From an optimization exercise on the open Yosys and OpenROAD flow, aimed at small area and a short achievable clock period; shortcuts taken in it are not production practice.
Function was checked by simulation only, so behaviour that the tests miss may differ from the original.
Power and IR drop assume default switching activity.

==> design/flow/flow/remap.abc <==
strash; &get -n; &fraig -x; &put; scorr; dc2; strash; &get -n; &dch -f; &nf -R 1000; &put; topo; stime
==> design/flow/constraint.sdc <==
create_clock -name core_clock -period 17.0 [get_ports {clk}]
set_input_delay 3.4000 -clock core_clock [delete_from_list [all_inputs] [get_ports {clk}]]
set_output_delay 3.4000 -clock core_clock [all_outputs]
set_load 0.01 [all_outputs]
==> design/flow/flow/run.sh <==
#!/bin/bash
# Layout: the standard ORFS flow (standard.sh, standard synthesis unchanged), with
#  - the synthesized netlist's combinational logic re-mapped by Yosys/ABC with an
#    area-aware script (flow/remap.ys, flow/remap.abc, flow/finish.ys); registers untouched;
#  - every port still buffered, with a buf_1 cell;
#  - repair_timing aiming for a setup margin of SETUP_MARGIN ns.
# Each tool's output goes to its own log in this folder.
set -euo pipefail
SETUP_MARGIN=${SETUP_MARGIN:-8}
KNOBS=("BUFFER_PORTS_ARGS=-buffer_cell sky130_fd_sc_hd__buf_1" "SETUP_SLACK_MARGIN=$SETUP_MARGIN")
RES=orfs/results/${FLOW_PLATFORM}/mbcore/base
LIB=${FLOW_HOME}/platforms/${FLOW_PLATFORM}/lib/sky130_fd_sc_hd__tt_025C_1v80.lib

bash standard.sh "$PWD/$RES/1_2_yosys.v" "${KNOBS[@]}" > synth_make.log 2>&1

cp "$RES/1_2_yosys.v" standard_1_2_yosys.v
sed -e "s#@LIB@#$LIB#g" -e "s#@IN@#$PWD/standard_1_2_yosys.v#" -e "s#@TMP@#$PWD/remap_tmp.v#" -e "s#@ABC@#$PWD/flow/remap.abc#" flow/remap.ys > remap_run.ys
sed -e "s#@LIB@#$LIB#g" -e "s#@TMP@#$PWD/remap_tmp.v#" -e "s#@OUT@#$PWD/remap_out.v#" flow/finish.ys > finish_run.ys
yosys -s remap_run.ys > remap_yosys.log 2>&1
yosys -s finish_run.ys > finish_yosys.log 2>&1
cp remap_out.v "$RES/1_2_yosys.v"
touch "$RES/1_2_yosys.v" "$RES/1_2_yosys.sdc"

bash standard.sh finish "${KNOBS[@]}" > layout_make.log 2>&1
==> design/flow/config.mk <==
export PLATFORM = sky130hd
export DESIGN_NAME = mbcore
export DESIGN_NICKNAME = mbcore
export VERILOG_FILES = /design/flow/design.v
export SDC_FILE = /design/flow/constraint.sdc
export NUM_CORES = 4
export LEC_CHECK = 0
export CAP_MARGIN = 20
export CORE_MARGIN = 2
export CORE_UTILIZATION = 40
export CTS_CLUSTER_DIAMETER = 100
export CTS_CLUSTER_SIZE = 20
export PLACE_DENSITY = 0.6
export SLEW_MARGIN = 20
==> design/flow/design.v <==
module mbcore (
    input  wire        clk,
    input  wire        rst,             
    input  wire        host_valid,
    input  wire        host_write,
    input  wire [5:0]  host_addr,
    input  wire [31:0] host_wdata,
    output reg  [31:0] host_rdata,
    input  wire        tick,
    input  wire        link_mode,
    output wire        link_req,
    output wire [1:0]  link_op,         
    output wire [31:0] link_wdata,
    input  wire        link_ack,
    input  wire        link_err,
    input  wire [31:0] link_code,
    input  wire [31:0] link_rdata,
    output wire [31:0] pay_addr,
    input  wire [31:0] pay_rdata,
    input  wire [4:0]  img_addr,
    output reg  [31:0] img_data,
    output reg         ev_valid,
    output wire        ev_kind,
    output wire [31:0] ev_data
);
    localparam [15:0] CKS_POLY_P2P = 16'hA517;
    localparam [15:0] CKS_ACC0_P2P = 16'hFFF8;
    localparam [15:0] CKS_POLY_SH  = 16'hC37B;
    localparam [15:0] CKS_ACC0_SH  = 16'hC387;
    localparam [31:0] KSC_MUL      = 32'h6F646573;
    localparam [31:0] LOAD_BASE    = 32'h02000000;
    localparam [31:0] PROBE        = 32'hFA57B007;
    localparam [31:0] P_KEY_P2P    = 32'h20796220;
    localparam [31:0] P_KEY_SH     = 32'h43202F2F;
    localparam [31:0] P_IMAGE_LEN  = 32'd128;
    localparam [2:0] S_IDLE = 3'd0, S_SEND = 3'd1, S_ACK = 3'd2, S_SIZE = 3'd3,
                     S_STREAM = 3'd4, S_DONE = 3'd5, S_FAILED = 3'd6;
    function [15:0] crc_p2p(input [31:0] r);
        begin
            crc_p2p[0]  = ^(r & 32'h9362B61E);
            crc_p2p[1]  = ^(r & 32'hB5A7DA22);
            crc_p2p[2]  = ^(r & 32'hF82D025A);
            crc_p2p[3]  = ^(r & 32'h6338B2AA);
            crc_p2p[4]  = ^(r & 32'hC6716555);
            crc_p2p[5]  = ^(r & 32'h1F807CB4);
            crc_p2p[6]  = ^(r & 32'h3F00F968);
            crc_p2p[7]  = ^(r & 32'h7E01F2D1);
            crc_p2p[8]  = ^(r & 32'hFC03E5A2);
            crc_p2p[9]  = ^(r & 32'h6B657D5B);
            crc_p2p[10] = ^(r & 32'hD6CAFAB6);
            crc_p2p[11] = ^(r & 32'h3EF74373);
            crc_p2p[12] = ^(r & 32'h7DEE86E6);
            crc_p2p[13] = ^(r & 32'hFBDD0DCC);
            crc_p2p[14] = ^(r & 32'h64D8AD87);
            crc_p2p[15] = ^(r & 32'hC9B15B0F);
        end
    endfunction
    function [15:0] crc_sh(input [31:0] r);
        begin
            crc_sh[0]  = ^(r & 32'hAE65F177);
            crc_sh[1]  = ^(r & 32'hF2AE1399);
            crc_sh[2]  = ^(r & 32'h4B39D644);
            crc_sh[3]  = ^(r & 32'h9673AC88);
            crc_sh[4]  = ^(r & 32'h8282A867);
            crc_sh[5]  = ^(r & 32'hAB60A1B8);
            crc_sh[6]  = ^(r & 32'hF8A4B206);
            crc_sh[7]  = ^(r & 32'h5F2C957A);
            crc_sh[8]  = ^(r & 32'hBE592AF5);
            crc_sh[9]  = ^(r & 32'hD2D7A49C);
            crc_sh[10] = ^(r & 32'h0BCAB84E);
            crc_sh[11] = ^(r & 32'h1795709C);
            crc_sh[12] = ^(r & 32'h2F2AE139);
            crc_sh[13] = ^(r & 32'h5E55C273);
            crc_sh[14] = ^(r & 32'hBCAB84E6);
            crc_sh[15] = ^(r & 32'hD732F8BB);
        end
    endfunction
    reg [31:0] opa, opb;
    reg [31:0] result;               
    reg        res_v;
    reg [3:0]  cmd_op;               
    reg [2:0]  cmd_err;
    reg        cmd_v;
    reg [15:0] cks_acc;              
    reg [31:0] cks_hh, cks_hl;       
    reg        cks_v, cks_mode;
    reg [31:0] ksc_seed;             
    reg        ksc_v, ksc_mode;
    reg [2:0]  seq_state;
    reg [1:0]  seq_sub;
    reg [1:0]  seq_x;                
    reg [31:0] seq_len, seq_base;    
    reg [4:0]  seq_att;
    reg [30:0] seq_wcnt;
    reg        seq_nz;               
    reg        seq_past;             
    reg [31:0] seq_lastw;
    reg [31:0] seq_terr;             
    reg [1:0]  seq_wait;             
    wire st_idle   = (seq_state == S_IDLE);
    wire st_send   = (seq_state == S_SEND);
    wire st_ack    = (seq_state == S_ACK);
    wire st_size   = (seq_state == S_SIZE);
    wire st_stream = (seq_state == S_STREAM);
    wire st_done   = (seq_state == S_DONE);
    wire st_failed = (seq_state == S_FAILED);
    wire seq_busy  = st_send | st_ack | st_size | st_stream;
    wire [2:0]  seq_code   = st_failed ? {~seq_x[1], seq_x[1], seq_x[0]} : {2'b00, st_done};
    wire        seq_vmatch = st_done & seq_x[0];
    wire        terr_v     = st_failed & ~seq_x[1];
    wire [15:0] cks_poly = cks_mode ? CKS_POLY_P2P : CKS_POLY_SH;
    wire [31:0] ksc_key  = ksc_mode ? P_KEY_P2P : P_KEY_SH;
    always @* begin
        case (host_addr)
            6'h01: host_rdata = opa;
            6'h02: host_rdata = opb;
            6'h03: host_rdata = res_v ? result : 32'd0;
            6'h04: host_rdata = cmd_v ? {24'd0, cmd_op, 1'b0, cmd_err} : 32'd0;
            6'h05: host_rdata = cks_v ? {16'd0, cks_acc} : 32'd0;
            6'h06: host_rdata = cks_v ? {16'd0, cks_poly} : 32'd0;
            6'h07: host_rdata = cks_v ? cks_hh : 32'd0;
            6'h08: host_rdata = cks_v ? cks_hl : 32'd0;
            6'h09: host_rdata = {30'd0, cks_mode & cks_v, cks_v};
            6'h0A: host_rdata = ksc_v ? ksc_seed : 32'd0;
            6'h0B: host_rdata = ksc_v ? ksc_key : 32'd0;
            6'h0C: host_rdata = {30'd0, ksc_mode & ksc_v, ksc_v};
            6'h0D: host_rdata = {19'd0, seq_busy, seq_vmatch, seq_code, 3'd0, seq_sub, seq_state};
            6'h0E: host_rdata = st_idle ? 32'd0 : seq_len;
            6'h0F: host_rdata = st_idle ? 32'd0 : seq_base;
            6'h10: host_rdata = {27'd0, seq_att};
            6'h11: host_rdata = {1'b0, seq_wcnt};
            6'h12: host_rdata = seq_nz ? seq_lastw : 32'd0;
            6'h13: host_rdata = terr_v ? seq_terr : 32'd0;
            6'h14: host_rdata = {30'd0, seq_wait};
            default: host_rdata = 32'd0;
        endcase
    end
    wire        cmd_wr = host_valid && host_write && (host_addr == 6'h00);
    wire [3:0]  c_op   = host_wdata[3:0];
    wire        c_mode = host_wdata[4];
    reg  [2:0]  c_err;
    always @* begin
        if (c_op == 4'd0 || c_op > 4'd6)
            c_err = 3'd1;
        else if (host_wdata[31:5] != 27'd0)
            c_err = 3'd2;
        else if (c_mode && c_op != 4'd1 && c_op != 4'd4)
            c_err = 3'd2;
        else if ((c_op == 4'd2 || c_op == 4'd3) && !cks_v)
            c_err = 3'd3;
        else if (c_op == 4'd5 && !ksc_v)
            c_err = 3'd3;
        else if (c_op == 4'd6 && seq_busy)
            c_err = 3'd4;
        else
            c_err = 3'd0;
    end
    wire do_cmd = cmd_wr && (c_err == 3'd0);
    wire [31:0] crc_composed = {16'hFFFF, cks_hl[7:0], 8'h00} + cks_hh;
    wire [31:0] crc_r = (c_op[0] ? crc_composed : opa) ^ {16'd0, cks_acc};
    wire [15:0] crc_new = cks_mode ? crc_p2p(crc_r) : crc_sh(crc_r);
    wire [31:0] ksc_next;
    ksc_mul u_mul (.a(ksc_seed), .p(ksc_next));    
    wire [31:0] ksc_masked = ksc_next ^ opa ^ ~(opb + (LOAD_BASE - 32'd1)) ^ ksc_key;
    wire        seq_at_q     = (seq_wcnt == {1'b0, seq_len[31:2]});
    wire        seq_more     = !seq_past && !(seq_at_q && seq_len[1:0] == 2'b00);
    wire [31:0] vm_k   = LOAD_BASE - 32'd4;
    wire [31:0] vm_gen = (seq_len & vm_k) | ((seq_len | vm_k) & ~seq_lastw);
    wire        seq_vm = ((seq_len ^ vm_k ^ seq_lastw) == {vm_gen[30:0], 1'b0});
    assign pay_addr = seq_base + {seq_wcnt[29:0], 2'b00};
    assign link_req = (st_send & seq_sub[0]) | (st_ack & ~seq_sub[1]) | st_size |
                      (st_stream & seq_more);
    assign link_op  = st_send ? 2'd0 : (st_ack & seq_sub[0]) ? 2'd2 : 2'd1;
    assign link_wdata = st_stream ? pay_rdata :
                        st_size   ? {2'b00, seq_len[31:2]} :
                        st_send   ? P_IMAGE_LEN :
                        seq_sub[0] ? 32'd0 : PROBE;
    wire link_done = link_req & link_ack;
    assign ev_kind = st_done;
    assign ev_data = seq_lastw;
    always @(posedge clk) begin
        if (rst) begin
            opa <= 32'd0; opb <= 32'd0;
            res_v <= 1'b0; cmd_v <= 1'b0; cks_v <= 1'b0; ksc_v <= 1'b0;
            seq_state <= S_IDLE; seq_sub <= 2'd0;
            seq_att <= 5'd0; seq_wcnt <= 31'd0; seq_nz <= 1'b0; seq_past <= 1'b0; seq_wait <= 2'd0;
            ev_valid <= 1'b0;
        end else begin
            ev_valid <= 1'b0;
            if (host_valid && host_write && host_addr == 6'h01) opa <= host_wdata;
            if (host_valid && host_write && host_addr == 6'h02) opb <= host_wdata;
            if (cmd_wr) begin
                cmd_v   <= 1'b1;
                cmd_err <= c_err;
                cmd_op  <= c_op;
            end
            if (do_cmd) begin
                case (c_op)
                    4'd1: begin  
                        cks_acc  <= c_mode ? CKS_ACC0_P2P : CKS_ACC0_SH;
                        cks_hh   <= opa;
                        cks_hl   <= opb;
                        cks_mode <= c_mode;
                        cks_v    <= 1'b1;
                    end
                    4'd2, 4'd3: begin  
                        cks_acc <= crc_new;
                        result  <= {16'd0, crc_new};
                        res_v   <= 1'b1;
                    end
                    4'd4: begin  
                        ksc_seed <= opa;
                        ksc_mode <= c_mode;
                        ksc_v    <= 1'b1;
                    end
                    4'd5: begin  
                        ksc_seed <= ksc_next;
                        result   <= ksc_masked;
                        res_v    <= 1'b1;
                    end
                    4'd6: begin  
                        seq_len   <= opa;
                        seq_base  <= opb;
                        seq_att   <= 5'd0;
                        seq_wcnt  <= 31'd0;
                        seq_nz    <= 1'b0;
                        seq_past  <= 1'b0;
                        seq_state <= S_SEND;
                        seq_sub   <= 2'd0;
                    end
                    default: ;
                endcase
            end
            case (seq_state)
                S_SEND: begin
                    if (!seq_sub[0]) begin
                        if (link_mode) begin
                            seq_state <= S_FAILED;
                            seq_x     <= 2'b10;      
                        end else begin
                            seq_sub <= 2'd1;
                        end
                    end else if (link_ack) begin
                        seq_state <= S_ACK;
                        seq_sub   <= 2'd0;
                    end
                end
                S_ACK: begin
                    if (seq_sub[1]) begin
                        if (seq_wait == 2'd0) begin
                            if (!seq_att[4]) begin
                                seq_sub <= 2'd0;
                            end else begin
                                seq_state <= S_FAILED;
                                seq_x     <= 2'b11;    
                                seq_sub   <= 2'd0;
                            end
                        end else if (tick) begin
                            seq_wait <= seq_wait - 2'd1;
                        end
                    end else if (link_ack) begin
                        if (link_err) begin
                            seq_terr  <= link_code;
                            seq_state <= S_FAILED;
                            seq_x     <= 2'b00;        
                            seq_sub   <= 2'd0;
                        end else if (!seq_sub[0]) begin
                            seq_sub <= 2'd1;
                        end else begin
                            seq_att <= seq_att + 5'd1;
                            if (link_rdata == PROBE) begin
                                seq_state <= S_SIZE;
                                seq_sub   <= 2'd0;
                            end else begin
                                seq_sub  <= 2'd2;
                                seq_wait <= 2'd3;
                            end
                        end
                    end
                end
                S_SIZE: if (link_ack) begin
                    if (link_err) begin
                        seq_terr  <= link_code;
                        seq_state <= S_FAILED;
                        seq_x     <= 2'b00;
                    end else begin
                        seq_state <= S_STREAM;
                    end
                end
                S_STREAM: begin
                    if (seq_more) begin
                        if (link_ack) begin
                            if (link_err) begin
                                seq_terr  <= link_code;
                                seq_state <= S_FAILED;
                                seq_x     <= 2'b00;
                            end else begin
                                seq_lastw <= pay_rdata;
                                seq_wcnt  <= seq_wcnt + 31'd1;
                                seq_past  <= seq_at_q;
                                seq_nz    <= 1'b1;
                                ev_valid  <= 1'b1;
                            end
                        end
                    end else begin
                        if (seq_nz && seq_vm) begin
                            seq_x[0] <= 1'b1;
                            ev_valid <= 1'b1;
                        end else begin
                            seq_x[0] <= 1'b0;
                        end
                        seq_state <= S_DONE;
                    end
                end
                default: ;
            endcase
        end
    end
    always @* begin
        case (img_addr)
            5'd0: img_data = 32'hDF21ACCD;
            5'd1: img_data = 32'h7AB381FF;
            5'd2: img_data = 32'h677F492C;
            5'd3: img_data = 32'h8D64B06C;
            5'd4: img_data = 32'h4E0CD47D;
            5'd5: img_data = 32'hFB85CCCB;
            5'd6: img_data = 32'hF9A3F02F;
            5'd7: img_data = 32'h4ADBCDCA;
            5'd8: img_data = 32'hDF6E6274;
            5'd9: img_data = 32'hC9AD9B24;
            5'd10: img_data = 32'hCE517C19;
            5'd11: img_data = 32'h35153EE0;
            5'd12: img_data = 32'hFA2C7A3A;
            5'd13: img_data = 32'hAA2562DF;
            5'd14: img_data = 32'hF7358AD1;
            5'd15: img_data = 32'h933063E4;
            5'd16: img_data = 32'h6CF363DF;
            5'd17: img_data = 32'h6C4B6EB4;
            5'd18: img_data = 32'h3ADA6B61;
            5'd19: img_data = 32'hCBE23B3C;
            5'd20: img_data = 32'hF81FACB4;
            5'd21: img_data = 32'hB41AB262;
            5'd22: img_data = 32'h4C4D9ED1;
            5'd23: img_data = 32'h870A7665;
            5'd24: img_data = 32'h1AC594A8;
            5'd25: img_data = 32'hC1D38B08;
            5'd26: img_data = 32'h90050224;
            5'd27: img_data = 32'h924478C2;
            5'd28: img_data = 32'hC241405D;
            5'd29: img_data = 32'h4BFF3D7D;
            5'd30: img_data = 32'h024B4379;
            5'd31: img_data = 32'h513D67A8;
        endcase
    end
endmodule
module ksc_mul (
    input  wire [31:0] a,
    output wire [31:0] p
);
    wire s0 = a[21] ^ a[17] ^ a[14];
    wire c0 = (a[21] & a[17]) | (a[21] & a[14]) | (a[17] & a[14]);
    wire s1 = a[22] ^ a[18] ^ a[15];
    wire c1 = (a[22] & a[18]) | (a[22] & a[15]) | (a[18] & a[15]);
    wire s2 = a[21] ^ a[12] ^ a[8];
    wire c2 = (a[21] & a[12]) | (a[21] & a[8]) | (a[12] & a[8]);
    wire s3 = a[23] ^ a[19] ^ a[16];
    wire c3 = (a[23] & a[19]) | (a[23] & a[16]) | (a[19] & a[16]);
    wire s4 = a[22] ^ a[13] ^ a[9];
    wire c4 = (a[22] & a[13]) | (a[22] & a[9]) | (a[13] & a[9]);
    wire s5 = a[24] ^ a[20] ^ a[17];
    wire c5 = (a[24] & a[20]) | (a[24] & a[17]) | (a[20] & a[17]);
    wire s6 = a[23] ^ a[14] ^ a[10];
    wire c6 = (a[23] & a[14]) | (a[23] & a[10]) | (a[14] & a[10]);
    wire s7 = a[25] ^ a[21] ^ a[18];
    wire c7 = (a[25] & a[21]) | (a[25] & a[18]) | (a[21] & a[18]);
    wire s8 = a[24] ^ a[15] ^ a[11];
    wire c8 = (a[24] & a[15]) | (a[24] & a[11]) | (a[15] & a[11]);
    wire s9 = a[26] ^ a[22] ^ a[19];
    wire c9 = (a[26] & a[22]) | (a[26] & a[19]) | (a[22] & a[19]);
    wire s10 = a[25] ^ a[16] ^ a[12];
    wire c10 = (a[25] & a[16]) | (a[25] & a[12]) | (a[16] & a[12]);
    wire s11 = a[27] ^ a[23] ^ a[20];
    wire c11 = (a[27] & a[23]) | (a[27] & a[20]) | (a[23] & a[20]);
    wire s12 = a[26] ^ a[17] ^ a[13];
    wire c12 = (a[26] & a[17]) | (a[26] & a[13]) | (a[17] & a[13]);
    wire s13 = a[28] ^ a[24] ^ a[21];
    wire c13 = (a[28] & a[24]) | (a[28] & a[21]) | (a[24] & a[21]);
    wire s14 = a[19] ^ a[15] ^ a[7];
    wire c14 = (a[19] & a[15]) | (a[19] & a[7]) | (a[15] & a[7]);
    wire s15 = a[27] ^ a[18] ^ a[14];
    wire c15 = (a[27] & a[18]) | (a[27] & a[14]) | (a[18] & a[14]);
    wire s16 = a[29] ^ a[25] ^ a[22];
    wire c16 = (a[29] & a[25]) | (a[29] & a[22]) | (a[25] & a[22]);
    wire s17 = a[20] ^ a[16] ^ a[8];
    wire c17 = (a[20] & a[16]) | (a[20] & a[8]) | (a[16] & a[8]);
    wire s18 = a[28] ^ a[19] ^ a[15];
    wire c18 = (a[28] & a[19]) | (a[28] & a[15]) | (a[19] & a[15]);
    wire s19 = a[30] ^ a[26] ^ a[23];
    wire c19 = (a[30] & a[26]) | (a[30] & a[23]) | (a[26] & a[23]);
    wire s20 = a[21] ^ a[17] ^ a[9];
    wire c20 = (a[21] & a[17]) | (a[21] & a[9]) | (a[17] & a[9]);
    wire s21 = a[29] ^ a[20] ^ a[16];
    wire s22 = a[31] ^ a[27] ^ a[24];
    wire s23 = a[22] ^ a[18] ^ a[10];
    wire hs0 = a[8] ^ a[3];
    wire s24 = a[11] ^ a[2] ^ 1'b1;
    wire c24 = (a[11] & a[2]) | (a[11] & 1'b1) | (a[2] & 1'b1);
    wire s25 = a[14] ^ a[10] ^ a[7];
    wire c25 = (a[14] & a[10]) | (a[14] & a[7]) | (a[10] & a[7]);
    wire s26 = a[13] ^ a[4] ^ a[0];
    wire c26 = (a[13] & a[4]) | (a[13] & a[0]) | (a[4] & a[0]);
    wire hs1 = a[15] ^ a[11];
    wire hc1 = a[15] | a[11];
    wire s27 = a[14] ^ a[5] ^ a[1];
    wire c27 = (a[14] & a[5]) | (a[14] & a[1]) | (a[5] & a[1]);
    wire s28 = a[16] ^ a[12] ^ a[9];
    wire c28 = (a[16] & a[12]) | (a[16] & a[9]) | (a[12] & a[9]);
    wire s29 = a[15] ^ a[6] ^ a[2];
    wire c29 = (a[15] & a[6]) | (a[15] & a[2]) | (a[6] & a[2]);
    wire s30 = a[17] ^ a[13] ^ a[10];
    wire c30 = (a[17] & a[13]) | (a[17] & a[10]) | (a[13] & a[10]);
    wire s31 = a[16] ^ a[7] ^ a[3];
    wire c31 = (a[16] & a[7]) | (a[16] & a[3]) | (a[7] & a[3]);
    wire s32 = a[18] ^ a[14] ^ a[11];
    wire c32 = (a[18] & a[14]) | (a[18] & a[11]) | (a[14] & a[11]);
    wire hs2 = a[9] ^ a[5];
    wire hc2 = a[9] | a[5];
    wire s33 = a[17] ^ a[8] ^ a[4];
    wire c33 = (a[17] & a[8]) | (a[17] & a[4]) | (a[8] & a[4]);
    wire s34 = a[19] ^ a[15] ^ a[12];
    wire c34 = (a[19] & a[15]) | (a[19] & a[12]) | (a[15] & a[12]);
    wire s35 = a[10] ^ a[6] ^ a[1];
    wire c35 = (a[10] & a[6]) | (a[10] & ~a[1]) | (a[6] & ~a[1]);
    wire s36 = a[18] ^ a[9] ^ a[5];
    wire c36 = (a[18] & a[9]) | (a[18] & a[5]) | (a[9] & a[5]);
    wire s37 = a[20] ^ a[16] ^ a[13];
    wire c37 = (a[20] & a[16]) | (a[20] & a[13]) | (a[16] & a[13]);
    wire s38 = a[11] ^ a[7] ^ a[2];
    wire c38 = (a[11] & a[7]) | (a[11] & ~a[2]) | (a[7] & ~a[2]);
    wire s39 = a[19] ^ a[10] ^ a[6];
    wire c39 = (a[19] & a[10]) | (a[19] & a[6]) | (a[10] & a[6]);
    wire s40 = s0 ^ a[12] ^ a[8];
    wire c40 = (s0 & a[12]) | (s0 & a[8]) | (a[12] & a[8]);
    wire s41 = a[0] ^ a[3] ^ 1'b1;
    wire c41 = (~a[0] & a[3]) | (~a[0] & 1'b1) | (a[3] & 1'b1);
    wire s42 = a[20] ^ a[11] ^ a[7];
    wire c42 = (a[20] & a[11]) | (a[20] & a[7]) | (a[11] & a[7]);
    wire s43 = c0 ^ s1 ^ a[13];
    wire c43 = (c0 & s1) | (c0 & a[13]) | (s1 & a[13]);
    wire s44 = a[9] ^ a[1] ^ a[4];
    wire c44 = (a[9] & a[1]) | (a[9] & ~a[4]) | (a[1] & ~a[4]);
    wire s45 = c1 ^ s3 ^ a[14];
    wire c45 = (c1 & s3) | (c1 & a[14]) | (s3 & a[14]);
    wire s46 = a[10] ^ a[2] ^ a[0];
    wire c46 = (a[10] & a[2]) | (a[10] & a[0]) | (a[2] & a[0]);
    wire s47 = s2 ^ a[5] ^ 1'b1;
    wire c47 = (s2 & a[5]) | (s2 & 1'b1) | (a[5] & 1'b1);
    wire s48 = c3 ^ s5 ^ a[15];
    wire c48 = (c3 & s5) | (c3 & a[15]) | (s5 & a[15]);
    wire s49 = a[11] ^ a[3] ^ a[1];
    wire c49 = (a[11] & a[3]) | (a[11] & a[1]) | (a[3] & a[1]);
    wire s50 = c2 ^ s4 ^ a[6];
    wire c50 = (c2 & s4) | (c2 & a[6]) | (s4 & a[6]);
    wire s51 = c5 ^ s7 ^ a[16];
    wire c51 = (c5 & s7) | (c5 & a[16]) | (s7 & a[16]);
    wire s52 = a[12] ^ a[4] ^ a[2];
    wire c52 = (a[12] & a[4]) | (a[12] & a[2]) | (a[4] & a[2]);
    wire s53 = c4 ^ s6 ^ a[7];
    wire c53 = (c4 & s6) | (c4 & a[7]) | (s6 & a[7]);
    wire s54 = c7 ^ s9 ^ a[17];
    wire c54 = (c7 & s9) | (c7 & a[17]) | (s9 & a[17]);
    wire s55 = a[13] ^ a[5] ^ a[3];
    wire c55 = (a[13] & a[5]) | (a[13] & a[3]) | (a[5] & a[3]);
    wire s56 = c6 ^ s8 ^ a[8];
    wire c56 = (c6 & s8) | (c6 & a[8]) | (s8 & a[8]);
    wire s57 = c9 ^ s11 ^ a[18];
    wire c57 = (c9 & s11) | (c9 & a[18]) | (s11 & a[18]);
    wire s58 = a[14] ^ a[6] ^ a[4];
    wire c58 = (a[14] & a[6]) | (a[14] & a[4]) | (a[6] & a[4]);
    wire s59 = c8 ^ s10 ^ a[9];
    wire c59 = (c8 & s10) | (c8 & a[9]) | (s10 & a[9]);
    wire s60 = c10 ^ s12 ^ a[10];
    wire c60 = (c10 & s12) | (c10 & a[10]) | (s12 & a[10]);
    wire s61 = c11 ^ s13 ^ s14;
    wire c61 = (c11 & s13) | (c11 & s14) | (s13 & s14);
    wire s62 = a[5] ^ a[0] ^ 1'b1;
    wire c62 = (a[5] & a[0]) | (a[5] & ~1'b1) | (a[0] & ~1'b1);
    wire s63 = c13 ^ c14 ^ s16;
    wire c63 = (c13 & c14) | (c13 & s16) | (c14 & s16);
    wire s64 = s17 ^ a[6] ^ a[1];
    wire c64 = (s17 & a[6]) | (s17 & a[1]) | (a[6] & a[1]);
    wire s65 = c12 ^ s15 ^ a[11];
    wire c65 = (c12 & s15) | (c12 & a[11]) | (s15 & a[11]);
    wire s66 = c16 ^ c17 ^ s19;
    wire c66 = (c16 & c17) | (c16 & s19) | (c17 & s19);
    wire s67 = s20 ^ a[7] ^ a[2];
    wire c67 = (s20 & a[7]) | (s20 & a[2]) | (a[7] & a[2]);
    wire s68 = c15 ^ s18 ^ a[12];
    wire c68 = (c15 & s18) | (c15 & a[12]) | (s18 & a[12]);
    wire s69 = c18 ^ s21 ^ hs0;
    wire s70 = c19 ^ c20 ^ s22;
    wire s71 = s23 ^ a[13] ^ a[0];
    wire hs3 = a[5] ^ 1'b1;
    wire hc3 = a[5] & 1'b1;
    wire hs4 = a[8] ^ a[4];
    wire hc4 = a[8] | a[4];
    wire s72 = a[9] ^ a[5] ^ a[2];
    wire c72 = (a[9] & a[5]) | (a[9] & a[2]) | (a[5] & a[2]);
    wire hs5 = a[7] ^ 1'b1;
    wire hc5 = a[7] & 1'b1;
    wire s73 = a[10] ^ a[6] ^ a[3];
    wire c73 = (a[10] & a[6]) | (a[10] & a[3]) | (a[6] & a[3]);
    wire hs6 = a[1] ^ a[8];
    wire hc6 = ~a[1] & a[8];
    wire s74 = a[11] ^ a[7] ^ a[4];
    wire c74 = (a[11] & a[7]) | (a[11] & a[4]) | (a[7] & a[4]);
    wire s75 = a[2] ^ a[9] ^ a[0];
    wire c75 = (~a[2] & a[9]) | (~a[2] & a[0]) | (a[9] & a[0]);
    wire s76 = a[12] ^ a[8] ^ a[5];
    wire c76 = (a[12] & a[8]) | (a[12] & a[5]) | (a[8] & a[5]);
    wire s77 = a[3] ^ a[10] ^ a[1];
    wire c77 = (~a[3] & a[10]) | (~a[3] & a[1]) | (a[10] & a[1]);
    wire s78 = a[13] ^ a[9] ^ a[6];
    wire c78 = (a[13] & a[9]) | (a[13] & a[6]) | (a[9] & a[6]);
    wire s79 = a[4] ^ a[0] ^ s24;
    wire c79 = (a[4] & a[0]) | (a[4] & ~s24) | (a[0] & ~s24);
    wire s80 = s25 ^ a[5] ^ a[1];
    wire c80 = (s25 & a[5]) | (s25 & a[1]) | (a[5] & a[1]);
    wire s81 = c24 ^ a[12] ^ a[3];
    wire c81 = (c24 & a[12]) | (c24 & a[3]) | (a[12] & a[3]);
    wire s82 = c25 ^ a[8] ^ a[6];
    wire c82 = (c25 & a[8]) | (c25 & a[6]) | (a[8] & a[6]);
    wire s83 = a[2] ^ s26 ^ hs1;
    wire c83 = (~a[2] & s26) | (~a[2] & hs1) | (s26 & hs1);
    wire s84 = hc1 ^ s28 ^ a[7];
    wire c84 = (hc1 & s28) | (hc1 & a[7]) | (s28 & a[7]);
    wire s85 = a[3] ^ c26 ^ s27;
    wire c85 = (~a[3] & c26) | (~a[3] & s27) | (c26 & s27);
    wire s86 = c28 ^ s30 ^ a[8];
    wire c86 = (c28 & s30) | (c28 & a[8]) | (s30 & a[8]);
    wire s87 = a[4] ^ c27 ^ s29;
    wire c87 = (~a[4] & c27) | (~a[4] & s29) | (c27 & s29);
    wire s88 = c29 ^ s31 ^ hs2;
    wire c88 = (c29 & s31) | (c29 & hs2) | (s31 & hs2);
    wire s89 = c30 ^ s32 ^ a[0];
    wire c89 = (c30 & s32) | (c30 & ~a[0]) | (s32 & ~a[0]);
    wire s90 = c32 ^ hc2 ^ s34;
    wire c90 = (c32 & hc2) | (c32 & s34) | (hc2 & s34);
    wire s91 = c31 ^ s33 ^ s35;
    wire c91 = (c31 & s33) | (c31 & s35) | (s33 & s35);
    wire s92 = c34 ^ c35 ^ s37;
    wire c92 = (c34 & c35) | (c34 & s37) | (c35 & s37);
    wire s93 = c33 ^ s36 ^ s38;
    wire c93 = (c33 & s36) | (c33 & s38) | (s36 & s38);
    wire s94 = c37 ^ c38 ^ s40;
    wire c94 = (c37 & c38) | (c37 & s40) | (c38 & s40);
    wire s95 = s41 ^ c36 ^ s39;
    wire c95 = (~s41 & c36) | (~s41 & s39) | (c36 & s39);
    wire s96 = c39 ^ c41 ^ s42;
    wire c96 = (c39 & c41) | (c39 & s42) | (c41 & s42);
    wire s97 = c40 ^ s43 ^ s44;
    wire c97 = (c40 & s43) | (c40 & ~s44) | (s43 & ~s44);
    wire s98 = c43 ^ c44 ^ s45;
    wire c98 = (c43 & c44) | (c43 & s45) | (c44 & s45);
    wire s99 = s46 ^ c42 ^ s47;
    wire c99 = (~s46 & c42) | (~s46 & s47) | (c42 & s47);
    wire s100 = c45 ^ c46 ^ s48;
    wire c100 = (c45 & c46) | (c45 & s48) | (c46 & s48);
    wire s101 = s49 ^ c47 ^ s50;
    wire c101 = (~s49 & c47) | (~s49 & s50) | (c47 & s50);
    wire s102 = c48 ^ c49 ^ s51;
    wire c102 = (c48 & c49) | (c48 & s51) | (c49 & s51);
    wire s103 = s52 ^ c50 ^ s53;
    wire c103 = (~s52 & c50) | (~s52 & s53) | (c50 & s53);
    wire s104 = c51 ^ c52 ^ s54;
    wire c104 = (c51 & c52) | (c51 & s54) | (c52 & s54);
    wire s105 = s55 ^ c53 ^ s56;
    wire c105 = (~s55 & c53) | (~s55 & s56) | (c53 & s56);
    wire s106 = c54 ^ c55 ^ s57;
    wire c106 = (c54 & c55) | (c54 & s57) | (c55 & s57);
    wire s107 = s58 ^ c56 ^ s59;
    wire c107 = (~s58 & c56) | (~s58 & s59) | (c56 & s59);
    wire s108 = c57 ^ c58 ^ s61;
    wire c108 = (c57 & c58) | (c57 & s61) | (c58 & s61);
    wire s109 = c59 ^ s60 ^ s62;
    wire c109 = (c59 & s60) | (c59 & s62) | (s60 & s62);
    wire s110 = c61 ^ c62 ^ s63;
    wire c110 = (c61 & c62) | (c61 & s63) | (c62 & s63);
    wire s111 = s64 ^ c60 ^ s65;
    wire c111 = (~s64 & c60) | (~s64 & s65) | (c60 & s65);
    wire s112 = c63 ^ c64 ^ s66;
    wire c112 = (c63 & c64) | (c63 & s66) | (c64 & s66);
    wire s113 = s67 ^ c65 ^ s68;
    wire c113 = (~s67 & c65) | (~s67 & s68) | (c65 & s68);
    wire s114 = c66 ^ c67 ^ s70;
    wire s115 = s71 ^ c68 ^ s69;
    wire hs7 = a[4] ^ a[0];
    wire hc7 = a[4] | a[0];
    wire hs8 = a[5] ^ a[1];
    wire hc8 = a[5] | a[1];
    wire hs9 = a[6] ^ a[2];
    wire hc9 = a[6] | a[2];
    wire s116 = a[7] ^ a[3] ^ a[0];
    wire c116 = (a[7] & a[3]) | (a[7] & a[0]) | (a[3] & a[0]);
    wire s117 = hc3 ^ hs4 ^ a[6];
    wire c117 = (hc3 & hs4) | (hc3 & a[6]) | (hs4 & a[6]);
    wire s118 = hc4 ^ s72 ^ a[0];
    wire c118 = (hc4 & s72) | (hc4 & a[0]) | (s72 & a[0]);
    wire s119 = c72 ^ s73 ^ hs6;
    wire c119 = (c72 & s73) | (c72 & hs6) | (s73 & hs6);
    wire s120 = c73 ^ s74 ^ s75;
    wire c120 = (c73 & s74) | (c73 & s75) | (s74 & s75);
    wire s121 = c74 ^ s76 ^ s77;
    wire c121 = (c74 & s76) | (c74 & s77) | (s76 & s77);
    wire s122 = c76 ^ s78 ^ c77;
    wire c122 = (c76 & s78) | (c76 & ~c77) | (s78 & ~c77);
    wire s123 = c78 ^ c79 ^ s80;
    wire c123 = (c78 & c79) | (c78 & s80) | (c79 & s80);
    wire s124 = c80 ^ s82 ^ s83;
    wire c124 = (c80 & s82) | (c80 & s83) | (s82 & s83);
    wire s125 = c82 ^ s84 ^ s85;
    wire c125 = (c82 & s84) | (c82 & s85) | (s84 & s85);
    wire s126 = c84 ^ s86 ^ s87;
    wire c126 = (c84 & s86) | (c84 & s87) | (s86 & s87);
    wire s127 = c87 ^ s88 ^ s89;
    wire c127 = (c87 & s88) | (c87 & s89) | (s88 & s89);
    wire s128 = c89 ^ s90 ^ c88;
    wire c128 = (c89 & s90) | (c89 & ~c88) | (s90 & ~c88);
    wire s129 = c90 ^ s92 ^ c91;
    wire c129 = (c90 & s92) | (c90 & ~c91) | (s92 & ~c91);
    wire s130 = c92 ^ s94 ^ s95;
    wire c130 = (c92 & s94) | (c92 & s95) | (s94 & s95);
    wire s131 = c95 ^ s96 ^ s97;
    wire c131 = (c95 & s96) | (c95 & s97) | (s96 & s97);
    wire s132 = c97 ^ s98 ^ s99;
    wire c132 = (c97 & s98) | (c97 & s99) | (s98 & s99);
    wire s133 = c98 ^ s100 ^ s101;
    wire c133 = (c98 & s100) | (c98 & s101) | (s100 & s101);
    wire s134 = c100 ^ s102 ^ s103;
    wire c134 = (c100 & s102) | (c100 & s103) | (s102 & s103);
    wire s135 = c102 ^ s104 ^ s105;
    wire c135 = (c102 & s104) | (c102 & s105) | (s104 & s105);
    wire s136 = c104 ^ s106 ^ s107;
    wire c136 = (c104 & s106) | (c104 & s107) | (s106 & s107);
    wire s137 = c106 ^ s108 ^ c107;
    wire c137 = (c106 & s108) | (c106 & ~c107) | (s108 & ~c107);
    wire s138 = c108 ^ s110 ^ s111;
    wire c138 = (c108 & s110) | (c108 & s111) | (s110 & s111);
    wire s139 = c110 ^ s112 ^ s113;
    wire c139 = (c110 & s112) | (c110 & s113) | (s112 & s113);
    wire s140 = c112 ^ s114 ^ s115;
    wire hs10 = hs7 ^ a[2];
    wire hc10 = hs7 & a[2];
    wire s141 = hc7 ^ hs8 ^ a[3];
    wire c141 = (~hc7 & hs8) | (~hc7 & a[3]) | (hs8 & a[3]);
    wire s142 = hc8 ^ hs9 ^ a[4];
    wire c142 = (~hc8 & hs9) | (~hc8 & a[4]) | (hs9 & a[4]);
    wire s143 = hc9 ^ s116 ^ hs3;
    wire c143 = (hc9 & s116) | (hc9 & ~hs3) | (s116 & ~hs3);
    wire s144 = c116 ^ a[1] ^ s117;
    wire c144 = (c116 & a[1]) | (c116 & ~s117) | (a[1] & ~s117);
    wire s145 = s118 ^ c117 ^ hs5;
    wire c145 = (~s118 & c117) | (~s118 & hs5) | (c117 & hs5);
    wire s146 = c118 ^ s119 ^ hc5;
    wire c146 = (c118 & s119) | (c118 & ~hc5) | (s119 & ~hc5);
    wire s147 = c119 ^ s120 ^ hc6;
    wire c147 = (c119 & s120) | (c119 & ~hc6) | (s120 & ~hc6);
    wire s148 = c120 ^ s121 ^ c75;
    wire c148 = (c120 & s121) | (c120 & ~c75) | (s121 & ~c75);
    wire s149 = c121 ^ s122 ^ s79;
    wire c149 = (~c121 & s122) | (~c121 & s79) | (s122 & s79);
    wire s150 = c122 ^ s123 ^ s81;
    wire c150 = (c122 & s123) | (c122 & ~s81) | (s123 & ~s81);
    wire s151 = c123 ^ s124 ^ c81;
    wire c151 = (c123 & s124) | (c123 & ~c81) | (s124 & ~c81);
    wire s152 = c124 ^ s125 ^ c83;
    wire c152 = (c124 & s125) | (c124 & ~c83) | (s125 & ~c83);
    wire s153 = c125 ^ s126 ^ c85;
    wire c153 = (c125 & s126) | (c125 & ~c85) | (s126 & ~c85);
    wire s154 = c126 ^ c86 ^ s127;
    wire c154 = (c126 & c86) | (c126 & ~s127) | (c86 & ~s127);
    wire s155 = c127 ^ s128 ^ s91;
    wire c155 = (c127 & s128) | (c127 & s91) | (s128 & s91);
    wire s156 = c128 ^ s129 ^ s93;
    wire c156 = (~c128 & s129) | (~c128 & s93) | (s129 & s93);
    wire s157 = c129 ^ s130 ^ c93;
    wire c157 = (c129 & s130) | (c129 & ~c93) | (s130 & ~c93);
    wire s158 = c130 ^ c94 ^ s131;
    wire c158 = (c130 & c94) | (c130 & ~s131) | (c94 & ~s131);
    wire s159 = s132 ^ c131 ^ c96;
    wire c159 = (~s132 & c131) | (~s132 & c96) | (c131 & c96);
    wire s160 = c132 ^ s133 ^ c99;
    wire c160 = (c132 & s133) | (c132 & ~c99) | (s133 & ~c99);
    wire s161 = c133 ^ s134 ^ c101;
    wire c161 = (c133 & s134) | (c133 & ~c101) | (s134 & ~c101);
    wire s162 = c134 ^ s135 ^ c103;
    wire c162 = (c134 & s135) | (c134 & ~c103) | (s135 & ~c103);
    wire s163 = c135 ^ s136 ^ c105;
    wire c163 = (c135 & s136) | (c135 & ~c105) | (s136 & ~c105);
    wire s164 = c136 ^ s137 ^ s109;
    wire c164 = (~c136 & s137) | (~c136 & s109) | (s137 & s109);
    wire s165 = c137 ^ s138 ^ c109;
    wire c165 = (c137 & s138) | (c137 & ~c109) | (s138 & ~c109);
    wire s166 = c138 ^ s139 ^ c111;
    wire c166 = (c138 & s139) | (c138 & ~c111) | (s139 & ~c111);
    wire s167 = c139 ^ s140 ^ c113;
    wire [31:0] r0 = {~c166, ~c165, c164, ~c163, ~c162, ~c161, ~c160, c159, ~c158, ~c157, c156, c155, ~c154, ~c153, ~c152, ~c151, ~c150, c149, ~c148, ~c147, ~c146, c145, ~c144, ~c143, c142, c141, hc10, hs10, ~a[3], ~a[2], ~a[1], ~a[0]};
    wire [31:0] r1 = {s167, s166, s165, ~s164, s163, s162, s161, s160, ~s159, s158, s157, ~s156, s155, s154, s153, s152, s151, s150, ~s149, s148, s147, s146, ~s145, s144, s143, ~s142, ~s141, 1'b1, a[1], a[0], 1'b1, 1'b0};
    assign p = r0 + r1;
endmodule
==> design/flow/flow/finish.ys <==
# Second half of the re-map: read the re-mapped top back against the cell
# library and finish it as ORFS's synthesis does (tie cells, split nets).
read_liberty -lib @LIB@
read_verilog @TMP@
hierarchy -top mbcore
check
setundef -zero
hilomap -singleton -hicell sky130_fd_sc_hd__conb_1 HI -locell sky130_fd_sc_hd__conb_1 LO
splitnets
opt_clean -purge
insbuf -buf sky130_fd_sc_hd__buf_4 A X
check -assert
stat -liberty @LIB@
write_verilog -noattr -nohex -nodec @OUT@
==> design/flow/standard.sh <==
#!/bin/bash
# synth_recipe.tcl (not shown) runs the flow's synth.tcl, then flattens the netlist and writes it again
# the make line also repeats each setting of config.mk as NAME=value (left out here)
make -C /OpenROAD-flow-scripts/flow DESIGN_CONFIG=/design/flow/config.mk WORK_HOME=/design/flow/orfs CLKGATE_MAP_FILE= SYNTH_SCRIPT=/design/flow/synth_recipe.tcl "${@:-finish}"
==> design/flow/flow/remap.ys <==
# Re-map the standard synthesis's combinational logic (half adders included) with an
# area-aware ABC script (flow/remap.abc) instead of ORFS's speed script.  Flip-flops,
# full-adder cells and tie cells are kept as they are (black boxes), so every register keeps its
# name and cell type.
read_liberty -ignore_miss_func @LIB@
blackbox sky130_fd_sc_hd__dfxtp_1 sky130_fd_sc_hd__edfxtp_1 sky130_fd_sc_hd__fa_1 sky130_fd_sc_hd__conb_1
read_verilog @IN@
hierarchy -top mbcore
flatten
opt_clean
abc -liberty @LIB@ -dont_use sky130_fd_sc_hd__lpflow_bleeder_1 -dont_use sky130_fd_sc_hd__lpflow_clkbufkapwr_1 -dont_use sky130_fd_sc_hd__lpflow_clkbufkapwr_16 -dont_use sky130_fd_sc_hd__lpflow_clkbufkapwr_2 -dont_use sky130_fd_sc_hd__lpflow_clkbufkapwr_4 -dont_use sky130_fd_sc_hd__lpflow_clkbufkapwr_8 -dont_use sky130_fd_sc_hd__lpflow_clkinvkapwr_1 -dont_use sky130_fd_sc_hd__lpflow_clkinvkapwr_16 -dont_use sky130_fd_sc_hd__lpflow_clkinvkapwr_2 -dont_use sky130_fd_sc_hd__lpflow_clkinvkapwr_4 -dont_use sky130_fd_sc_hd__lpflow_clkinvkapwr_8 -dont_use sky130_fd_sc_hd__lpflow_decapkapwr_12 -dont_use sky130_fd_sc_hd__lpflow_decapkapwr_3 -dont_use sky130_fd_sc_hd__lpflow_decapkapwr_4 -dont_use sky130_fd_sc_hd__lpflow_decapkapwr_6 -dont_use sky130_fd_sc_hd__lpflow_decapkapwr_8 -dont_use sky130_fd_sc_hd__lpflow_inputiso0n_1 -dont_use sky130_fd_sc_hd__lpflow_inputiso0p_1 -dont_use sky130_fd_sc_hd__lpflow_inputiso1n_1 -dont_use sky130_fd_sc_hd__lpflow_inputiso1p_1 -dont_use sky130_fd_sc_hd__lpflow_inputisolatch_1 -dont_use sky130_fd_sc_hd__lpflow_isobufsrc_1 -dont_use sky130_fd_sc_hd__lpflow_isobufsrc_16 -dont_use sky130_fd_sc_hd__lpflow_isobufsrc_2 -dont_use sky130_fd_sc_hd__lpflow_isobufsrc_4 -dont_use sky130_fd_sc_hd__lpflow_isobufsrc_8 -dont_use sky130_fd_sc_hd__lpflow_isobufsrckapwr_16 -dont_use sky130_fd_sc_hd__lpflow_lsbuf_lh_hl_isowell_tap_1 -dont_use sky130_fd_sc_hd__lpflow_lsbuf_lh_hl_isowell_tap_2 -dont_use sky130_fd_sc_hd__lpflow_lsbuf_lh_hl_isowell_tap_4 -dont_use sky130_fd_sc_hd__lpflow_lsbuf_lh_isowell_4 -dont_use sky130_fd_sc_hd__lpflow_lsbuf_lh_isowell_tap_1 -dont_use sky130_fd_sc_hd__lpflow_lsbuf_lh_isowell_tap_2 -dont_use sky130_fd_sc_hd__lpflow_lsbuf_lh_isowell_tap_4 -dont_use sky130_fd_sc_hd__probe_p_8 -dont_use sky130_fd_sc_hd__probec_p_8  -script @ABC@
opt_clean
select mbcore
write_verilog -noattr -nohex -nodec -selected @TMP@
==> results of run 1 <==
-- worst max-delay path: stages --
cell,delay (ps)
buf_1,190
nand2b_1,200
nor3_2,80
and3_1,200
buf_6,190
a222oi_1,660
o311a_1,440
nand3_2,160
buf_6,160
-- final cells by class --
| type | instances | share of cell area (%) |
|---|---|---|
| sequential | 397 | 32.0 |
| clock inverter | 3 | 0.130 |
| multi-input combinational | 2531 | 53.9 |
| clock buffer | 41 | 1.97 |
| tap | 1030 | 3.82 |
| timing repair buffer | 400 | 5.90 |
| inverter | 205 | 2.28 |
| antenna | 7 | 0.0519 |
-- sequential cells by signal, summed over array words and instances (netlist names), 2 cells and up --
register,flops
cks_acc,16
cks_hh,32
cks_hl,32
cmd_err,3
cmd_op,4
ksc_seed,32
opa,32
opb,32
result,32
seq_att,5
seq_base,32
seq_lastw,32
seq_len,32
seq_state,3
seq_sub,2
seq_terr,32
seq_wait,2
seq_wcnt,31
seq_x,2
-- path summary, 6_finish.rpt --
check | slack (ps) | endpoint | start
hold reg to reg | 480 | cmd_v | cmd_v
hold / removal | 480 | cmd_v | cmd_v
setup / recovery | 7880 | host_rdata[21] | host_addr[5]
setup reg to reg | 9490 | result[31] | ksc_seed[2]
-- where the power goes --
group,total [mW],switching [mW],internal [mW]
registers,1.03,0.00107,1.03
logic,0.260,0.163,0.0976
clock network,0.626,0.354,0.272
total,1.92,0.518,1.40
-- metal layers --
| layer | part of all wire (%) | global-route usage, % |
|---|---|---|
| met5 | 0.040 | 0 |
| met4 | 3.8 | 9.78 |
| met3 | 10 | 5.50 |
| met2 | 44 | 47.7 |
| met1 | 42 | 43.9 |
-- metrics by stage --
| step | hold WS [ps] | worst slack, ps |
|---|---|---|
| 4_1_cts | 485 | 7880 |
| 3_5_place_dp | 464 | 7350 |
| 6_report | 484 | 7880 |
| 3_3_place_gp | 450 | 7390 |
| 2_1_floorplan | 431 | 8010 |
| 5_1_grt | 528 | 7900 |
-- timing repair --
action	in CTS	in global routing
setup buffers	7	8
hold endpoints to repair	0	0
pin swaps	6	3
gates cloned	3	0
setup endpoints to repair	33	32
gates resized for setup	36	14
==> flow_metrics.env, run 1 <==
export IMPL_path_clk_slew_ps=90
export IMPL_numCtsBuffers=24
export IMPL_hold_depth=2
export IMPL_regArea_sq_um=10800
export IMPL_cp_arrival_ps=5720
export IMPL_grt_antenna_before_repair=11
export IMPL_critPathRequiredTime_ps=13600
export IMPL_grt_pass1_vias=24900
export IMPL_yosys_warnings=1
export IMPL_layout_commonest_cell="nand2_1"
export IMPL_place_congestion=0.989
export IMPL_drt_iter0_drc=3782
export IMPL_finish_utilization_pct=44.4
export IMPL_wl_mm=125
export IMPL_tritoncts="done"
export IMPL_synthCells=3294
export IMPL_cts_htree_levels=1
export IMPL_fin_cells=4614
export IMPL_multiInputGateArea_sq_um=18200
export IMPL_ios=312
export IMPL_dp_hpwl_mm=96.8
export IMPL_finalSetupViolCount=0
export IMPL_leakage_nw=10.8
export IMPL_final_cell_mix="403 x nand2_1, 399 x xnor2_1, 304 x buf_1"
export IMPL_hold_violations=0
export IMPL_nets=3863
export IMPL_tightest_slew_ps=1160
export IMPL_hold_path_class="flip-flop to flip-flop"
export IMPL_slew_headroom_pct=22.0
export IMPL_power_density_nw_per_um2=56.9
export IMPL_syn_area_per_cell_sq_um=9.31
export IMPL_fmax_ghz=0.110
export IMPL_status="timing/DRC/antenna clean"
export IMPL_ir_drop_mv=0.0689
export IMPL_maxCapViolations=0
export IMPL_syn_nets=3598
export IMPL_crit_path_start_kind="primary input"
export IMPL_fillers=7474
export IMPL_clock_sinks=397
export IMPL_drv_slew=0
export IMPL_io_buffers=311
export IMPL_critPathKind="primary input to output port"
export IMPL_die_w_um=281
export IMPL_viasPerCell=5.90
export IMPL_rows=101
export IMPL_firstDrtPassIters=8
export IMPL_drc=0
export IMPL_grt_max_degree=95
export IMPL_dp_cells=4544
export IMPL_grt_first_pass_wirelength_mm=178
export IMPL_drive_gt1_share_pct=4.64
export IMPL_ant_nets=0
export IMPL_die_area_sq_um=78900
export IMPL_cts_hold_buf=0
export IMPL_syn_area_sq_um=30700
export IMPL_clk_latency_ps=600
export IMPL_finalCritPeriodShare_pct=53.7
export IMPL_syn_to_final_growth_pct=9.92
export IMPL_wl_per_cell_um=27.2
export IMPL_skew_ps=30.0
export IMPL_start_util_pct=40.4
export IMPL_end_kind="output port"
export IMPL_total_power_mw=1.92
export IMPL_cts_root_buf="clkbuf_16"
export IMPL_placed_cell_area_sq_um=32600
export IMPL_via_count=27238
export IMPL_fin_tns_setup_ps=0
export IMPL_reg2regPathDepth=24
export IMPL_rsz0062_at_grt="yes"
export IMPL_fin_crit_ps=9120
export IMPL_critPathMaxFanout=33
export IMPL_grt_ovfl_total=0
export IMPL_coreArea_sq_um=75900
export IMPL_fin_area_sq_um=33700
export IMPL_cts_buffer_depth=3
export IMPL_die_h_um=281
export IMPL_globalRouteTotalUtil_pct=30.9
==> run 2: changes to the inputs <==
--- a/design/flow/flow/run.sh
+++ b/design/flow/flow/run.sh
@@ -7,5 +7,5 @@
 # Each tool's output goes to its own log in this folder.
 set -euo pipefail
-SETUP_MARGIN=${SETUP_MARGIN:-8}
+SETUP_MARGIN=${SETUP_MARGIN:-8.5}
 KNOBS=("BUFFER_PORTS_ARGS=-buffer_cell sky130_fd_sc_hd__buf_1" "SETUP_SLACK_MARGIN=$SETUP_MARGIN")
 RES=orfs/results/${FLOW_PLATFORM}/mbcore/base
==> run 2 against run 1 <==
Net effect:
- still clean
- worst hold slack worse by 3.2 ps
- power down 0.12%
- register-to-register slack worse by 70 ps
- sequential cell count unchanged
- synthesized cell count unchanged
- final area up 3.5%
- synthesized area unchanged
- wire length up 2.5%
- via count up 2.6%
- final cell count up 1.5%
- sequential power about the same
- critical endpoint unchanged
- largest power group unchanged
- highest routed layer unchanged
==> flow_metrics.env, run 2 <==
export IMPL_place_congestion=0.985
export IMPL_ios=312
export IMPL_slew_headroom_pct=22.6
export IMPL_r2r_slack_ps=9420
export IMPL_finalSetupViolCount=0
export IMPL_path_common_cell="buf_12"
export IMPL_final_cell_mix="399 x xnor2_1, 399 x nand2_1, 283 x edfxtp_1"
export IMPL_ant_nets=0
export IMPL_drv_slew=0
export IMPL_cts_root_buf="clkbuf_16"
export IMPL_maxCapViolations=0
export IMPL_via_count=27951
export IMPL_crit_path_start_kind="primary input"
export IMPL_fin_hold_ws_ps=481
export IMPL_rows=101
export IMPL_critPathMaxStageDelay_ps=770
export IMPL_syn_area_per_cell_sq_um=9.31
export IMPL_path_clk_slew_ps=90
export IMPL_grt_pass1_vias=25459
export IMPL_firstDrtPassIters=7
export IMPL_skew_ps=30.7
export IMPL_io_buffers=311
export IMPL_critPathMaxFanout=5
export IMPL_hold_violations=0
export IMPL_clk_latency_ps=600
export IMPL_grt_ovfl_total=0
export IMPL_r2r_start="ksc_seed[0]"
export IMPL_critPathRequiredTime_ps=13600
export IMPL_hold_path_class="flip-flop to flip-flop"
export IMPL_cp_arrival_ps=5500
export IMPL_numCtsBuffers=23
export IMPL_fin_crit_ps=8900
export IMPL_wl_mm=128
export IMPL_synthCells=3294
export IMPL_syn_area_sq_um=30700
export IMPL_syn_to_final_growth_pct=13.8
export IMPL_rsz0062_at_grt="yes"
export IMPL_cts_buffer_depth=3
export IMPL_clock_sinks=397
export IMPL_ir_drop_mv=0.0862
export IMPL_grt_first_pass_wirelength_mm=180
export IMPL_dp_hpwl_mm=96.3
export IMPL_die_area_sq_um=78900
export IMPL_min_from="cmd_v"
export IMPL_yosys_warnings=1
export IMPL_grt_antenna_before_repair=9
export IMPL_fin_tns_setup_ps=0
export IMPL_cts_htree_levels=1
export IMPL_die_h_um=281
export IMPL_drive_gt1_share_pct=8.33
export IMPL_wl_per_cell_um=27.4
export IMPL_fin_ws_ps=8100
export IMPL_drt_iter0_drc=4138
export IMPL_finalCritPeriodShare_pct=52.3
export IMPL_fmax_ghz=0.112
export IMPL_cts_hold_buf=0
export IMPL_power_density_nw_per_um2=54.9
export IMPL_tightest_slew_ps=1150
export IMPL_dpl_worst_slack_ps=7250
export IMPL_syn_nets=3598
export IMPL_critPathKind="primary input to output port"
export IMPL_tritoncts="done"
export IMPL_reg2regPathDepth=25
export IMPL_end_kind="output port"
export IMPL_nets=3936
export IMPL_drc=0
export IMPL_cp_slowest_cell="a222oi_1"
export IMPL_fillers=7430
export IMPL_hold_end="cmd_v"
export IMPL_viasPerCell=5.97
export IMPL_timing_rr_end="result[31]"
export IMPL_die_w_um=281
export IMPL_hold_depth=2
export IMPL_status="timing/DRC/antenna clean"
export IMPL_leakage_nw=11.5
export IMPL_cp_cell_sequence="buf_12 -> nor2b_4 -> nand2_4 -> nor3_4 -> buf_12 -> a222oi_1 -> o311a_1 -> nand3_2 -> buf_6"
export IMPL_grt_max_degree=79
export IMPL_start_util_pct=40.4
export IMPL_globalRouteTotalUtil_pct=31.4
export IMPL_coreArea_sq_um=75900
-- run 2: what timing repair did --
item	CTS	global route
endpoints found under the setup margin	56	51
buffers inserted	32	46
gates cloned	7	5
resized for setup	91	118
pin swaps	18	43
-- run 2: worst max-delay path by stage --
stage / startpoint / endpoint / slack [ps] / depth (start not counted)
6_report: host_addr[1] / host_rdata[21] / 8100 / 9
5_1_grt: host_addr[1] / host_rdata[21] / 8270 / 9
4_1_cts: host_addr[1] / host_rdata[21] / 8210 / 9
3_5_place_dp: host_addr[2] / host_rdata[5] / 7250 / 10
3_3_place_gp: host_addr[2] / host_rdata[5] / 7250 / 10
2_1_floorplan: host_addr[4] / host_rdata[10] / 8440 / 8
-- run 2: worst max-delay path: cells and delay by family --
kind / cells / cell delay (ps)
AO/OA/AOI/OAI: 2 / 1210
buffers and inverters: 3 / 410
AND/OR/NAND/NOR: 4 / 480
-- run 2: layout make-up --
cell class                 count  area (sq um)  share of cell area [%]
sequential                   397         10800                    30.9
tap                         1030          1290                    3.69
multi-input combinational   2533         18400                    52.8
antenna                        4          10.0                  0.0287
clock inverter                 2          13.8                  0.0394
inverter                     205           774                    2.22
clock buffer                  40           639                    1.83
timing repair buffer         472          2980                    8.55
-- run 2: stage by stage --
stage                     util [%]  instance area, sq um  std cells  power (mW)
after CTS                     44.8                 34100       4628        1.90
after detailed placement      43.0                 32600       4547        1.31
final                         46.0                 34900       4683        1.92
after floorplan                  -                 30800       3294        1.22
after global placement        43.0                 32600       4547        1.31
after global routing          46.0                 34900       4680        1.96
-- run 2: layer usage --
metal	global-route usage (%)	routed length, um	up-vias
met5	0	33	-
met4	14.1	7190	6
met3	5.67	14000	313
met2	47.3	55800	1844
met1	43.7	51400	13534
li1	-	-	12254
-- run 2: report_power, final --
group / total, mW / internal (mW) / switching, mW
clock network: 0.612 / 0.259 / 0.353
registers: 1.03 / 1.03 / 0.00110
logic: 0.272 / 0.105 / 0.167

==> static timing again, ports no longer ideal <==
The results above use ideal ports. As a check the final layouts listed here were re-extracted and re-timed, cells and wires unchanged.
Step 1: set_driving_cell puts a clkbuf_16 on clk and a buf_2 on each other input, an assumption about the parent block.
Step 2, shift: input delay + t, output delay - t, t = (earliest + latest rising clock arrival at the registers) / 2. This alone moves slack from input paths to output paths.
Three values: ideal, step 1, step 2; two values: the first two.
| run | t (ns) | setup WS [ns] | hold WS [ns] | pins driven straight from the clock port |
|---|---|---|---|---|
| run 1 | 0.649 | 7.876 / 7.841 / 7.841 | 0.484 / 0.484 / 0.484 | 1 |
| run 2 | 0.645 | 8.103 / 8.046 / 8.046 | 0.481 / 0.481 / 0.481 | 1 |
After both steps every run listed still meets setup and hold. For run 2, which loses most, drivers alone change the setup slack by -0.057 ns; drivers and shift together by -0.057 ns.
